Context: an optimization exercise on an open-source flow, tuned for small area, a short achievable clock period and few clock cycles. The choices shown serve that exercise and are no tape-out recipe.
Only simulation tests tie the RTL to the original design; equivalence was not proved.
Power is estimated from default activity; no workload was simulated.

==> trial 29 <==
Design fce_hdr, start of the top module:
module fce_hdr (
    input             clk,
    input             rst,
    input             bus_req,
    input             bus_we,
    input      [12:0] bus_addr,
    input      [1:0]  bus_size,
    input      [31:0] bus_wdata,
    output            bus_ack,
    output reg        bus_err,
    output reg [31:0] bus_rdata
);
Settings: LEC_CHECK=0, CAP_MARGIN=20, CORE_MARGIN=2, CORE_UTILIZATION=30, PLACE_DENSITY=0.4, SETUP_SLACK_MARGIN=3.5, SLEW_MARGIN=20; clock period 8.0 ns.
run.sh (not shown) runs the stock make flow with config.mk's settings and CLKGATE_MAP_FILE= SYNTH_SCRIPT=/design/flow/synth_recipe.tcl, a recipe that flattens the netlist after the stock synthesis.
==> inputs of build 17, as changes to trial 29 <==
--- a/flow/design.v
+++ b/flow/design.v
@@ -36,19 +36,29 @@
     reg [3:0]  st_fcause;
     reg [7:0]  st_last_opc;
     reg [11:0] buf_off;
     reg [12:0] in_len;
     reg [5:0]  result_len;      
-    reg [15:0] hdr_fc;
-    reg [15:0] hdr_dur;
-    reg [47:0] hdr_a1;
-    reg [47:0] hdr_a2;
-    reg [47:0] hdr_a3;
-    reg [47:0] hdr_a4;
-    reg [15:0] hdr_seq;
-    reg [15:0] hdr_qos;
-    reg [31:0] hdr_htc;
+    reg [15:0] hs_fc;
+    reg [15:0] hs_dur;
+    reg [47:0] hs_a1;
+    reg [47:0] hs_a2;
+    reg [47:0] hs_a3;
+    reg [47:0] hs_a4;
+    reg [15:0] hs_seq;
+    reg [15:0] hs_qos;
+    reg [31:0] hs_htc;
+    reg [12:0] hz;
+    wire [15:0] hdr_fc  = hz[0]  ? hs_fc  : 16'd0;
+    wire [15:0] hdr_dur = hz[1]  ? hs_dur : 16'd0;
+    wire [47:0] hdr_a1  = {hz[3] ? hs_a1[47:32] : 16'd0, hz[2] ? hs_a1[31:0] : 32'd0};
+    wire [47:0] hdr_a2  = {hz[5] ? hs_a2[47:32] : 16'd0, hz[4] ? hs_a2[31:0] : 32'd0};
+    wire [47:0] hdr_a3  = {hz[7] ? hs_a3[47:32] : 16'd0, hz[6] ? hs_a3[31:0] : 32'd0};
+    wire [47:0] hdr_a4  = {hz[9] ? hs_a4[47:32] : 16'd0, hz[8] ? hs_a4[31:0] : 32'd0};
+    wire [15:0] hdr_seq = hz[10] ? hs_seq : 16'd0;
+    wire [15:0] hdr_qos = hz[11] ? hs_qos : 16'd0;
+    wire [31:0] hdr_htc = hz[12] ? hs_htc : 32'd0;
     reg        res_ok;
     reg        res_tods;
     reg        res_fromds;
     reg [47:0] res_s1;
     reg [47:0] res_s2;
@@ -174,26 +184,24 @@
                 4'hB:       hdr_lastw = h4 ? 4'd7 : 4'd6;
                 default:    hdr_lastw = h4 ? 4'd8 : 4'd7;
             endcase
         end
     endfunction
-    wire [3:0] hdr_last = hdr_lastw(ridx[3:0], mv_h4);
+    reg res_pend;    
     reg mv_stall;
     always @(*) begin
         mv_stall = 1'b0;
         if (mv_busy) begin
             if (bus_we)
                 mv_stall = 1'b1;
-            else if (is_buf)
-                mv_stall = mv_dec || (bword >= mv_ptr);
             else if (mv_chk)
-                mv_stall = is_hdr || ridx == 6'h05 || ridx == 6'h08;
-            else if (mv == M_DFILL)
-                mv_stall = is_hdr && (hdr_last >= mv_cnt);
+                mv_stall = !is_buf && (ridx == 6'h05 || ridx == 6'h08);
         end
         if (mv_pf)
-            mv_stall = is_buf || (bus_we && ridx == 6'h04 && bus_wdata[7:0] == 8'h03);
+            mv_stall = bus_we && (is_buf || (ridx == 6'h04 && bus_wdata[7:0] == 8'h03));
+        if (res_pend && bus_we)
+            mv_stall = 1'b1;
     end
     wire       is_small = !is_buf && (ridx[5:4] == 2'b00);
     wire [6:0] cur_loc  = {is_buf, ridx};
     wire       rd_pred  = bus_req && !bus_we && acc_legal && !is_small;
     reg  [6:0]  pr_loc;
@@ -541,13 +549,14 @@
         end
     end
     function stale(input [6:0] loc);
         begin
             stale = (fire && bus_we && cur_loc == loc) ||
-                    (enc_on && loc[6] && loc[4:0] == mv_ptr) ||
+                    (enc_on && loc[6] && loc[4:0] >= mv_ptr) ||
                     (!loc[6] && loc[5:4] == 2'b01 &&
-                     (hclr || (dfill && hdr_lastw(loc[3:0], mv_h4) >= mv_cnt)));
+                     (hclr || mv_chk || (dfill && hdr_lastw(loc[3:0], mv_h4) >= mv_cnt))) ||
+                    (!loc[6] && loc[5:4] == 2'b10 && res_pend);
         end
     endfunction
     wire cmd_wr = reg_wr && ridx == 6'h04;
     always @(posedge clk) begin
         if (rst) begin
@@ -570,11 +579,15 @@
         end else begin
             pr_v   <= !stale(pr_loc);
         end
     end
     always @(posedge clk) begin
-        if (!rst && cmd_run && w_opc[2:0] == 3'd4 && fc_recog && fc_data) begin
+        if (rst)
+            res_pend <= 1'b0;
+        else
+            res_pend <= cmd_run && w_opc[2:0] == 3'd4 && fc_recog && fc_data;
+        if (res_pend) begin
             res_s1 <= hdr_a1;
             res_s2 <= hdr_a2;
             res_s3 <= hdr_a3;
             res_s4 <= hdr_a4;
         end
@@ -583,34 +596,54 @@
     wire dchk_pass = ((mv == M_DCHK3) ||
                       (cmd_run && w_opc[2:0] == 3'd3 && fc_ok && !(dec_oob) &&
                        !(len_lt2))) && dchk_ok;
     wire hclr = rst || (cmd_run && w_opc[2:0] == 3'd5) || dchk_pass;
     wire dfill = (mv == M_DFILL);
-    wire [31:0] hw_s = hclr ? 32'd0 : dfill ? dec_word : bus_wdata;
-    wire [31:0] hw_w = hclr ? 32'd0 : dfill ? {dec_word[15:0], dec_word[31:16]} : bus_wdata;
+    wire [31:0] hw_s = dfill ? dec_word : bus_wdata;
+    wire [31:0] hw_w = dfill ? {dec_word[15:0], dec_word[31:16]} : bus_wdata;
     wire [31:0] hw_q = mv_h4 ? hw_w : hw_s;    
     wire [31:0] hw_h = mv_h4 ? hw_s : hw_w;    
     wire hwr = reg_wr;
     always @(posedge clk) begin
         for (i = 0; i < 2; i = i + 1) begin
-            if (hclr || (hwr && ridx == 6'h10) || wen[0 + i])  hdr_fc[i*8 +: 8]  <= hw_s[i*8 +: 8];
-            if (hclr || (hwr && ridx == 6'h11) || wen[2 + i])  hdr_dur[i*8 +: 8] <= hw_w[i*8 +: 8];
-            if (hclr || (hwr && ridx == 6'h1A) || wen[22 + i]) hdr_seq[i*8 +: 8] <= hw_w[i*8 +: 8];
-            if (hclr || (hwr && ridx == 6'h1B) || (mv_h4 ? wen[30 + i] : wen[24 + i]))
-                hdr_qos[i*8 +: 8] <= hw_q[i*8 +: 8];
+            if ((hwr && ridx == 6'h10) || wen[0 + i])  hs_fc[i*8 +: 8]  <= hw_s[i*8 +: 8];
+            if ((hwr && ridx == 6'h11) || wen[2 + i])  hs_dur[i*8 +: 8] <= hw_w[i*8 +: 8];
+            if ((hwr && ridx == 6'h1A) || wen[22 + i]) hs_seq[i*8 +: 8] <= hw_w[i*8 +: 8];
+            if ((hwr && ridx == 6'h1B) || (mv_h4 ? wen[30 + i] : wen[24 + i]))
+                hs_qos[i*8 +: 8] <= hw_q[i*8 +: 8];
         end
         for (i = 0; i < 6; i = i + 1) begin
-            if (hclr || (hwr && ridx == (i < 4 ? 6'h12 : 6'h13)) || wen[4 + i])
-                hdr_a1[i*8 +: 8] <= hw_s[(i % 4)*8 +: 8];
-            if (hclr || (hwr && ridx == (i < 4 ? 6'h14 : 6'h15)) || wen[10 + i])
-                hdr_a2[i*8 +: 8] <= hw_w[(i % 4)*8 +: 8];
-            if (hclr || (hwr && ridx == (i < 4 ? 6'h16 : 6'h17)) || wen[16 + i])
-                hdr_a3[i*8 +: 8] <= hw_s[(i % 4)*8 +: 8];
-            if (hclr || (hwr && ridx == (i < 4 ? 6'h18 : 6'h19)) || (mv_h4 && wen[24 + i]))
-                hdr_a4[i*8 +: 8] <= hw_s[(i % 4)*8 +: 8];
+            if ((hwr && ridx == (i < 4 ? 6'h12 : 6'h13)) || wen[4 + i])
+                hs_a1[i*8 +: 8] <= hw_s[(i % 4)*8 +: 8];
+            if ((hwr && ridx == (i < 4 ? 6'h14 : 6'h15)) || wen[10 + i])
+                hs_a2[i*8 +: 8] <= hw_w[(i % 4)*8 +: 8];
+            if ((hwr && ridx == (i < 4 ? 6'h16 : 6'h17)) || wen[16 + i])
+                hs_a3[i*8 +: 8] <= hw_s[(i % 4)*8 +: 8];
+            if ((hwr && ridx == (i < 4 ? 6'h18 : 6'h19)) || (mv_h4 && wen[24 + i]))
+                hs_a4[i*8 +: 8] <= hw_s[(i % 4)*8 +: 8];
         end
         for (i = 0; i < 4; i = i + 1) begin
-            if (hclr || (hwr && ridx == 6'h1C) || (mv_h4 ? wen[32 + i] : wen[26 + i]))
-                hdr_htc[i*8 +: 8] <= hw_h[i*8 +: 8];
+            if ((hwr && ridx == 6'h1C) || (mv_h4 ? wen[32 + i] : wen[26 + i]))
+                hs_htc[i*8 +: 8] <= hw_h[i*8 +: 8];
         end
     end
+    wire [12:0] hz_set;
+    assign hz_set[0]  = (hwr && ridx == 6'h10) || wen[0];
+    assign hz_set[1]  = (hwr && ridx == 6'h11) || wen[2];
+    assign hz_set[2]  = (hwr && ridx == 6'h12) || wen[4];
+    assign hz_set[3]  = (hwr && ridx == 6'h13) || wen[8];
+    assign hz_set[4]  = (hwr && ridx == 6'h14) || wen[10];
+    assign hz_set[5]  = (hwr && ridx == 6'h15) || wen[14];
+    assign hz_set[6]  = (hwr && ridx == 6'h16) || wen[16];
+    assign hz_set[7]  = (hwr && ridx == 6'h17) || wen[20];
+    assign hz_set[8]  = (hwr && ridx == 6'h18) || (mv_h4 && wen[24]);
+    assign hz_set[9]  = (hwr && ridx == 6'h19) || (mv_h4 && wen[28]);
+    assign hz_set[10] = (hwr && ridx == 6'h1A) || wen[22];
+    assign hz_set[11] = (hwr && ridx == 6'h1B) || (mv_h4 ? wen[30] : wen[24]);
+    assign hz_set[12] = (hwr && ridx == 6'h1C) || (mv_h4 ? wen[32] : wen[26]);
+    always @(posedge clk) begin
+        if (hclr)
+            hz <= 13'd0;
+        else
+            hz <= hz | hz_set;
+    end
 endmodule
Settings changed: CTS_CLUSTER_SIZE set to 20.
==> run notes <==
- Final cell count: trial 29 is smaller than build 17 (5.2%).
- Between trial 29 and build 17, the lower via count is in trial 29 (gap about 5.5%, measured against build 17).
- Between trial 29 and build 17, the lower first-iteration DRC count is in trial 29 (gap about 13%, measured against build 17).
- Of trial 29 and build 17, build 17 has the higher non-clock buffer count (gap 71).
- In trial 29 the hold slack is higher than in build 17, by 0.0022 ns.
- In build 17 the clock power is larger than in trial 29, by about 1%.
- In build 17 the die area is larger than in trial 29, by 2.8%.
Testbench counts of trial 29, summed over its fixed seeds: cycles 21,043.
Testbench counts of build 17, summed over its fixed seeds: cycles 21,043.

## re-timing with driven ports
How much do the figures lean on ideal ports? The routed layouts below were timed once more, with nothing changed but the port constraints.
Step 1 (the two cells are an assumption about what drives the block):
set clk [get_ports {clk}]
set_driving_cell -lib_cell sky130_fd_sc_hd__clkbuf_16 $clk
set_driving_cell -lib_cell sky130_fd_sc_hd__buf_2 [delete_from_list [all_inputs] $clk]
Step 2 adds t to the input delays and takes it off the output delays; t is the mean of the earliest and latest rising clock arrival at the registers after step 1. Input paths then give back, and output paths get back, about the clock's delay inside the block.
a / b / c = no drivers / after step 1 / after step 2; a / b = the first two.
| run | t (ns) | slack for setup (ns) | worst slew at a driven data input, ns |
|---|---|---|---|
| trial 29 | 0.940 | 2.283 / 2.250 / 2.250 | 0.06 |
| build 17 | 0.935 | 3.212 / 3.151 / 2.614 | 0.23 |
After both steps every run listed still meets setup and hold. The setup slack of build 17, which loses most, moves by -0.061 ns with the drivers and by -0.598 ns with both steps.
